From an optimization exercise on the open Yosys and OpenROAD flow, aimed at small area, a short achievable clock period and few clock cycles per item; shortcuts taken in it are not production practice. Function was checked by simulation only, so behaviour that the tests miss may differ from the original. Power and IR drop assume default switching activity.

--- flow/config.mk ---
export PLATFORM = sky130hd
export DESIGN_NAME = pj_decoder
export DESIGN_NICKNAME = pj_decoder
export VERILOG_FILES = /design/flow/design.v
export SDC_FILE = /design/flow/constraint.sdc
export NUM_CORES = 4
export LEC_CHECK = 0
export CAP_MARGIN = 20
export CORE_MARGIN = 2
export CORE_UTILIZATION = 40
export SLEW_MARGIN = 20
--- flow/constraint.sdc ---
create_clock -name core_clock -period 16.0 [get_ports {clk}]
set_input_delay 3.2000 -clock core_clock [delete_from_list [all_inputs] [get_ports {clk}]]
set_output_delay 3.2000 -clock core_clock [all_outputs]
set_load 0.01 [all_outputs]
--- flow/design.v ---
module pj_dec_core (
    input  wire [15:0]  rq,
    input  wire [5:0]   flen,
    input  wire [103:0] frame,
    output reg  [4:0]   res,
    output reg          rnv_some,
    output reg          rnv_val,
    output reg  [191:0] rval
);
    localparam [4:0] E_OK      = 5'd0;
    localparam [4:0] E_CORRUPT = 5'd2;
    localparam [4:0] E_BADARG  = 5'd4;
    localparam [4:0] E_UNKDATA = 5'd5;
    localparam [4:0] E_UNKCFG  = 5'd6;
    localparam [7:0] C_STATUS = 8'h40;
    localparam [7:0] C_TEMP   = 8'h47;
    localparam [7:0] C_CURR   = 8'h4F;
    localparam [7:0] C_CHG    = 8'h51;
    localparam [7:0] C_POFF   = 8'h62;
    localparam [7:0] C_BUTTON = 8'h6E;
    localparam [7:0] C_PWM    = 8'h75;
    localparam [7:0] C_TIME   = 8'hB0;
    localparam [7:0] C_ALARM  = 8'hB9;
    wire [3:0] op  = rq[15:12];
    wire       nvb = rq[11];
    wire [1:0] ch  = rq[10:9];
    wire       z   = rq[8];
    wire [7:0] cmd = rq[7:0];
    reg [7:0] f [0:12];
    integer i;
    always @* begin
        for (i = 0; i < 13; i = i + 1)
            f[i] = frame[8*i +: 8];
    end
    reg       known;
    reg [2:0] chans;
    reg [4:0] rlen;
    reg       is_cfg;
    always @* begin
        known  = 1'b1;
        chans  = 3'd1;
        rlen   = 5'd1;
        is_cfg = 1'b0;
        case (cmd)
            C_STATUS: rlen = 5'd1;
            C_TEMP:   rlen = 5'd1;
            C_CURR:   rlen = 5'd2;
            C_CHG:    begin rlen = 5'd1; is_cfg = 1'b1; end
            C_POFF:   rlen = 5'd1;
            C_BUTTON: begin rlen = 5'd12; chans = 3'd3; is_cfg = 1'b1; end
            C_PWM:    begin rlen = 5'd2; chans = 3'd2; is_cfg = 1'b1; end
            C_TIME:   rlen = 5'd7;
            C_ALARM:  rlen = 5'd7;
            default:  known = 1'b0;
        endcase
    end
    wire bad_arg = (op != 4'h7) || z || nvb || !known ||
                   ({1'b0, ch} >= chans) || (flen != {1'b0, rlen} + 6'd1);
    reg [7:0] ck;
    reg [7:0] ck_byte;
    always @* begin
        ck = 8'hFF;
        ck_byte = 8'h00;
        for (i = 0; i < 13; i = i + 1) begin
            if (i < rlen)
                ck = ck ^ f[i];
            if (i == rlen)
                ck_byte = f[i];
        end
    end
    wire ck_ok = (ck == ck_byte);
    function [4:0] popcount24;
        input [23:0] m;
        integer k;
        begin
            popcount24 = 5'd0;
            for (k = 0; k < 24; k = k + 1)
                popcount24 = popcount24 + {4'd0, m[k]};
        end
    endfunction
    function [4:0] lowest24;
        input [23:0] m;
        integer k;
        begin
            lowest24 = 5'd0;
            for (k = 23; k >= 0; k = k - 1)
                if (m[k]) lowest24 = k[4:0];
        end
    endfunction
    function [4:0] highest24;
        input [23:0] m;
        integer k;
        begin
            highest24 = 5'd0;
            for (k = 0; k < 24; k = k + 1)
                if (m[k]) highest24 = k[4:0];
        end
    endfunction
    function action_ok;
        input [7:0] code;
        begin
            action_ok = (code <= 8'h04) || (code >= 8'h11 && code <= 8'h1F);
        end
    endfunction
    function [6:0] action_scale;
        input [7:0] code;
        begin
            case (code)
                8'h01, 8'h02: action_scale = 7'd10;
                8'h03, 8'h04: action_scale = 7'd100;
                default:      action_scale = 7'd1;
            endcase
        end
    endfunction
    reg [15:0] v [0:11];
    reg        unk;
    reg [9:0]  raw;
    reg [21:0] duty_num;
    reg [4:0]  hn;
    reg [5:0]  sec, mnt;
    reg [23:0] hm;
    reg [4:0]  hpc, hlo, hhi;
    reg [6:0]  b5;
    reg [4:0]  dpc, dlo, dhi;
    reg        dom, periodic, hour12;
    always @* begin
        unk = 1'b0;
        for (i = 0; i < 12; i = i + 1)
            v[i] = 16'd0;
        raw = 10'd0;
        duty_num = 22'd0;
        hn = 5'd0;
        sec = 6'd0;
        mnt = 6'd0;
        hm = 24'd0;
        hpc = 5'd0; hlo = 5'd0; hhi = 5'd0;
        b5 = 7'd0;
        dpc = 5'd0; dlo = 5'd0; dhi = 5'd0;
        dom = 1'b0; periodic = 1'b0; hour12 = 1'b0;
        case (cmd)
            C_STATUS: begin
                v[0] = {15'd0, f[0][0]};
                v[1] = {15'd0, f[0][1]};
                v[2] = {14'd0, f[0][3:2]};
                v[3] = {14'd0, f[0][5:4]};
                v[4] = {14'd0, f[0][7:6]};
            end
            C_TEMP: begin
                v[0] = {{8{f[0][7]}}, f[0]};
            end
            C_CURR: begin
                v[0] = {f[1], f[0]};
            end
            C_CHG: begin
                v[0] = {15'd0, f[0][0]};
            end
            C_POFF: begin
                v[0] = {8'd0, f[0]};
            end
            C_PWM: begin
                raw = {f[1][1:0], f[0]};
                duty_num = raw * 22'd2000 + 22'd1023;
                v[0] = duty_num / 22'd2046;
            end
            C_BUTTON: begin
                for (i = 0; i < 6; i = i + 1) begin
                    if (!action_ok(f[2*i]))
                        unk = 1'b1;
                    v[2*i]   = {8'd0, f[2*i]};
                    v[2*i+1] = f[2*i+1] * action_scale(f[2*i]);
                end
            end
            C_TIME: begin
                sec = f[0][5:0];
                mnt = f[1][5:0];
                if (sec > 6'd59) unk = 1'b1;
                if (mnt > 6'd59) unk = 1'b1;
                v[0] = {10'd0, sec};
                v[1] = {10'd0, mnt};
                hn = f[2][4:0];
                if (!f[2][6]) begin
                    if (hn > 5'd23 || f[2][5]) unk = 1'b1;
                    v[2] = 16'd0;                        
                end else begin
                    if (hn < 5'd1 || hn > 5'd12) unk = 1'b1;
                    v[2] = f[2][5] ? 16'd2 : 16'd1;      
                end
                v[3] = {11'd0, hn};
                if (f[3][2:0] < 3'd1) unk = 1'b1;
                if (f[4][4:0] < 5'd1) unk = 1'b1;
                if (f[5][3:0] < 4'd1 || f[5][3:0] > 4'd12) unk = 1'b1;
                if (f[6][6:0] > 7'd99) unk = 1'b1;
                v[4] = {13'd0, f[3][2:0]};
                v[5] = {11'd0, f[4][4:0]};
                v[6] = {12'd0, f[5][3:0]};
                v[7] = {9'd0, f[6][6:0]} + 16'd2000;
            end
            C_ALARM: begin
                dom      = f[6][0];
                periodic = f[6][1];
                hour12   = f[6][2];
                sec = f[0][5:0];
                if (sec > 6'd59) unk = 1'b1;
                v[0] = {10'd0, sec};
                mnt = f[1][5:0];
                if (periodic) begin
                    if (mnt == 6'd0 || mnt > 6'd60) unk = 1'b1;
                    v[1] = 16'd1;
                end else begin
                    if (mnt > 6'd59) unk = 1'b1;
                    v[1] = 16'd0;
                end
                v[2] = {10'd0, mnt};
                hm  = {f[4], f[3], f[2]};
                hpc = popcount24(hm);
                hlo = lowest24(hm);
                hhi = highest24(hm);
                if (hpc == 5'd24) begin
                    v[3] = 16'd4;                        
                end else if (hpc == 5'd1) begin
                    if (!hour12) begin
                        v[3] = 16'd0;                    
                        v[4] = {11'd0, hlo};
                    end else if (hlo == 5'd0) begin
                        v[3] = 16'd1;                    
                        v[4] = 16'd12;
                    end else if (hlo < 5'd12) begin
                        v[3] = 16'd1;                    
                        v[4] = {11'd0, hlo};
                    end else if (hlo == 5'd12) begin
                        v[3] = 16'd2;                    
                        v[4] = 16'd12;
                    end else begin
                        v[3] = 16'd2;                    
                        v[4] = {11'd0, hlo} - 16'd12;
                    end
                end else if (hpc == 5'd2) begin
                    if (hour12) unk = 1'b1;
                    v[3] = 16'd3;                        
                    v[4] = {11'd0, hlo};
                    v[5] = {11'd0, hhi};
                end else begin
                    unk = 1'b1;
                end
                b5 = f[5][6:0];
                if (dom) begin
                    if (b5 < 7'd1 || b5 > 7'd31) unk = 1'b1;
                    v[6] = 16'd0;                        
                    v[7] = {9'd0, b5};
                end else begin
                    dpc = popcount24({17'd0, b5});
                    dlo = lowest24({17'd0, b5});
                    dhi = highest24({17'd0, b5});
                    if (dpc == 5'd7) begin
                        v[6] = 16'd3;                    
                    end else if (dpc == 5'd1) begin
                        v[6] = 16'd1;                    
                        v[7] = {11'd0, dlo} + 16'd1;
                    end else if (dpc == 5'd2) begin
                        v[6] = 16'd2;                    
                        v[7] = {11'd0, dlo} + 16'd1;
                        v[8] = {11'd0, dhi} + 16'd1;
                    end else begin
                        unk = 1'b1;
                    end
                end
            end
            default: ;
        endcase
    end
    always @* begin
        if (bad_arg)
            res = E_BADARG;
        else if (!ck_ok)
            res = E_CORRUPT;
        else if (unk)
            res = is_cfg ? E_UNKCFG : E_UNKDATA;
        else
            res = E_OK;
        rnv_some = (res == E_OK) && (cmd == C_CHG);
        rnv_val  = rnv_some && f[0][7];
        rval = 192'd0;
        if (res == E_OK)
            for (i = 0; i < 12; i = i + 1)
                rval[16*i +: 16] = v[i];
    end
endmodule
module pj_decoder (
    input  wire         clk,
    input  wire         rst,
    input  wire         in_valid,
    output wire         in_ready,
    input  wire [15:0]  rq,
    input  wire [5:0]   flen,
    input  wire [103:0] frame,
    output reg          out_valid,
    input  wire         out_ready,
    output reg  [4:0]   res,
    output reg          rnv_some,
    output reg          rnv_val,
    output reg  [191:0] rval
);
    wire [4:0]   d_res;
    wire         d_rnv_some;
    wire         d_rnv_val;
    wire [191:0] d_rval;
    pj_dec_core u_core (
        .rq       (rq),
        .flen     (flen),
        .frame    (frame),
        .res      (d_res),
        .rnv_some (d_rnv_some),
        .rnv_val  (d_rnv_val),
        .rval     (d_rval)
    );
    assign in_ready = !out_valid || out_ready;
    always @(posedge clk) begin
        if (rst) begin
            out_valid <= 1'b0;
            res       <= 5'd0;
            rnv_some  <= 1'b0;
            rnv_val   <= 1'b0;
            rval      <= 192'd0;
        end else if (in_ready) begin
            out_valid <= in_valid;
            if (in_valid) begin
                res      <= d_res;
                rnv_some <= d_rnv_some;
                rnv_val  <= d_rnv_val;
                rval     <= d_rval;
            end
        end
    end
endmodule
--- flow/run.sh ---
#!/bin/bash
# synth_recipe.tcl (not shown) runs the flow's synth.tcl, then flattens the netlist and writes it again
# the make line also repeats each setting of config.mk as NAME=value (left out here)
make -C /OpenROAD-flow-scripts/flow DESIGN_CONFIG=/design/flow/config.mk WORK_HOME=/design/flow/orfs CLKGATE_MAP_FILE= SYNTH_SCRIPT=/design/flow/synth_recipe.tcl finish
==> metrics.md <==
| Metric | Value |
|---|---|
| Outcome | `no timing/DRC/antenna violations` |
| Max VDD drop | `0.2608 mV` |
| CTS tree | `done` |
| Cell count after synthesis | `3367` |
| Flop-to-flop setup slack | `about 13 ns` |
| CP Data Arrival Time | `15.81 ns` |
| Final nets | `4236` |
| # IOs | `331` |
| Synthesized area per cell | `7.754 um2` |
| Critical path peak fanout | `9` |
| TritonCTS buffer count | `17` |
| Clock Sink Count | `153` |
| Synth cell types | `114` |
| RePlAce Congestion | `approximately 0.98` |
| Initial core utilization | `40.50%` |
| Setup TNS | `0 ns` |
| Max Clk Rate | `~65 MHz` |
| Die area | `67320 um2` |
| Worst slew pin tran | `1.047 ns` |
| Area grow syn2layout | `17.70%` |
| Detail Route Antenna Nets | `0` |
| Drt pass-1 iters | `6` |
| Critical Path End Type | `flop` |
| FF-to-FF Start | `out_valid` |
| Layout cells sized above 1 | `5.999%` |
| WHS | `about 0.45 ns` |
| Routed length per placed instance | `20.43 um` |
| Final Hold Viols | `0` |
| Via count | `24940` |
| Gr ovfl total | `0` |
| Port buffer count | `290` |
| First-pass GRT wire length | `140000 um` |
| PwrDens | `222.3 nW/um2` |
| Detailed Route Iter0 Violations | `approximately 2000` |
| CP startpoint | `frame[1]` |
| Critical setup path kind | `primary input to flop` |
| Die Wd | `259.5 um` |
| Yosys reg bits | `153` |
| Register area share after synthesis | `11.73%` |
| Mapped cell area | `26110 um2` |
| Min-delay src | `rval[11]` |
| DIE HEIGHT | `259.5 um` |
| Multi-input logic area | `20790 um2` |
| H-tree levels | `4` |
| Std-Cell Rows | `between 90 and 100` |
| Clk latency of the worst-skew pair | `0.51 ns` |
| Static leakage | `14.27 nW` |
| Synth Flop Type | `dfxtp_1` |
| FF/Latch Area | `about 3000 um2` |
| Setup Skew | `0.01485 ns` |
| CTS max path bufs | `2` |
| Min cycle time layout | `between 15 and 20 ns` |
| Final WL | `91460 um` |
| Endpoints failing setup | `0` |
| Synth warnings | `4` |
| Post-synth EDFFs | `0` |
| Worst hold-check path type | `flop to flop` |
| CP max stage delay | `0.61 ns` |
| Initial antenna violation count | `7` |
| Critical path's slowest cell | `clkdlybuf4s50_1` |
| Via-to-Cell Ratio | `5.570` |
| Period utilisation layout | `96.13%` |
| Kind of start point of the critical path | `primary input` |
| Filler cell count | `6528` |
| Clk root buf | `clkbuf_16` |
| Max-slew violations | `0` |
| All-Layer GR Usage | `a little over a quarter` |
| MaxCap Viol Count | `0` |
| DR DRC count | `0` |
| Detailed placement HPWL | `73220 um` |
| Clock slew seen by the registers of the worst setup and hold paths | `approximately 0.08 ns` |
| Req. time, crit path | `16.43 ns` |
| Core ar. | `~64000 um2` |
| Slew HR | `29.58%` |
| Async SR Flop Fraction | `0%` |
| Largest net degree at the start of global routing | `84` |
| Vias in the first global route | `23980` |
==> kinds of logic (layout without fill, tap and decap cells) <==
kind of cell    after synthesis  after routing  synth area share, %
compound gates              800            800                20.83
xor+xnor                    228            228                7.707
fa+ha+maj                   502            502                28.95
buf+inv                     613            824                9.566
flops                       153            153                11.73
mux                          26             26                1.112
other cells                   1             45              0.01436
simple gates               1044           1044                20.09
==> cells in the final DEF, fill, tap and decap left out, drive strengths merged, types with 30 or more instances in the layout <==
cell           instances
a211oi                54
a21o                  37
a21oi                218
a22oi                134
a31oi                 32
and2                 102
and3                  30
buf                   91
clkdlybuf4s50        288
conb                  40
dfxtp                153
fa                   170
ha                   332
inv                  416
nand2                249
nand2b                39
nand3                 61
nor2                 319
nor3                  73
nor4                  31
o21ai                119
o21bai                46
xnor2                140
xor2                  88
==> state kept, by name (all words and copies together), names as in the netlist <==
register / flops
rnv_some: 1
res: 3
out_valid: 1
rval: 147
rnv_val: 1
==> worst max-delay path: cells and delay by family <==
family	cells	cell delay (ns)
fa+ha+maj	7	2.79
mux	3	0.91
simple gates	14	3.71
buf+inv	5	0.98
compound gates	14	4.17
==> stage by stage <==
stage | power, mW | setup WS (ns) | utilization [%] | cell area [um2] | std cells
floorplan | 4.536 | 1.117 | - | 26250 | 3406
global placement | 6.236 | 0.1259 | 46.47 | 29960 | 4436
detailed placement | 6.104 | 0.05759 | 46.47 | 29960 | 4436
CTS | 6.630 | 0.5819 | 47.51 | 30620 | 4468
global route | 7.398 | -0.02680 | 47.67 | 30730 | 4477
finish | 6.830 | 0.6188 | 47.67 | 30730 | 4477
==> routing by layer <==
| metal | wire length [um] | track usage [%] | vias up |
|---|---|---|---|
| li1 | - | - | 11980 |
| met1 | 40130 | 35.96 | 11930 |
| met2 | 41750 | 43.10 | 908 |
| met3 | 7126 | 5.643 | 115 |
| met4 | 2425 | 8.701 | 4 |
| met5 | 25 | 0 | - |
==> worst paths after layout <==
| path | endpoint | cells past startpoint |
|---|---|---|
| setup / recovery | rval[0] | 43 |
| hold / removal | rval[11] | 2 |
| setup reg to reg | rval[101] | 9 |
| hold reg to reg | rval[11] | 2 |
==> synth_stat cells (18+ instances only) <==
| cell type | instances | area [um2] |
|---|---|---|
| nor3_1 | 69 | 345.3 |
| or3_1 | 18 | 112.6 |
| and3_1 | 30 | 187.7 |
| nor4_1 | 29 | 181.4 |
| ha_1 | 332 | 4154 |
| nand4_1 | 20 | 125.1 |
| a31oi_1 | 32 | 200.2 |
| nand2_1 | 249 | 934.7 |
| a21o_1 | 37 | 277.8 |
| nor2_1 | 318 | 1194 |
| buf_4 | 48 | 360.4 |
| a22oi_1 | 133 | 998.5 |
| nand3_1 | 59 | 295.3 |
| clkbuf_1 | 128 | 480.5 |
| a211oi_1 | 48 | 360.4 |
| dfxtp_1 | 153 | 3063 |
| inv_1 | 409 | 1535 |
| a21oi_1 | 215 | 1076 |
| nand2b_1 | 39 | 244.0 |
| xor2_1 | 87 | 762.0 |
| and2_1 | 99 | 619.3 |
| o21bai_1 | 46 | 345.3 |
| xnor2_1 | 139 | 1217 |
| fa_1 | 170 | 3403 |
| o211ai_1 | 21 | 157.7 |
| o21ai_0 | 108 | 540.5 |
==> area by class of cell <==
cell class,count,area share [%]
repair buffers,380,11.66
multi-input cells,2640,67.65
inverters,412,5.033
well taps,855,3.481
flip-flops and latches,153,9.968
clock buffers,18,1.429
diodes,5,0.04072
clock inverters,14,0.7411
==> where the power goes <==
part | total [mW] | leakage (nW) | internal (mW) | switching [mW]
sequential | 0.381 | 1.23 | 0.381 | 0.000162
clock | 0.491 | 0.328 | 0.273 | 0.218
combinational | 5.96 | 12.7 | 2.29 | 3.67
==> repair_timing <==
action	in CTS	in global routing
setup endpoints to repair	0	2
gates resized for setup	0	13
buffers inserted	0	4
hold buffers	0	0
Testbench counts, summed over its fixed seeds: cycles 8,008, items 8,000.

## port drivers added, routing unchanged
The results above use ideal ports. As a check the final layout listed here was re-extracted and re-timed, cells and wires unchanged. Step 1, drivers: a clkbuf_16 drives clk and a buf_2 each remaining input, both assumed. Step 2, shift: input delay + t, output delay - t, t = (earliest + latest rising clock arrival at the registers) / 2. This alone moves slack from input paths to output paths. Three values: ideal, step 1, step 2; two values: the first two.
t, ns: 0.562
setup WS [ns]: 0.619 / 0.657 / 0.095
hold slack, ns: 0.450 / 0.450 / 0.450
worst setup path at the end: input to register
worst data-port slew with drivers (ns): 0.11
After both steps setup and hold are still met in this run. The setup slack of this run moves by +0.038 ns with the drivers and by -0.524 ns with both steps.
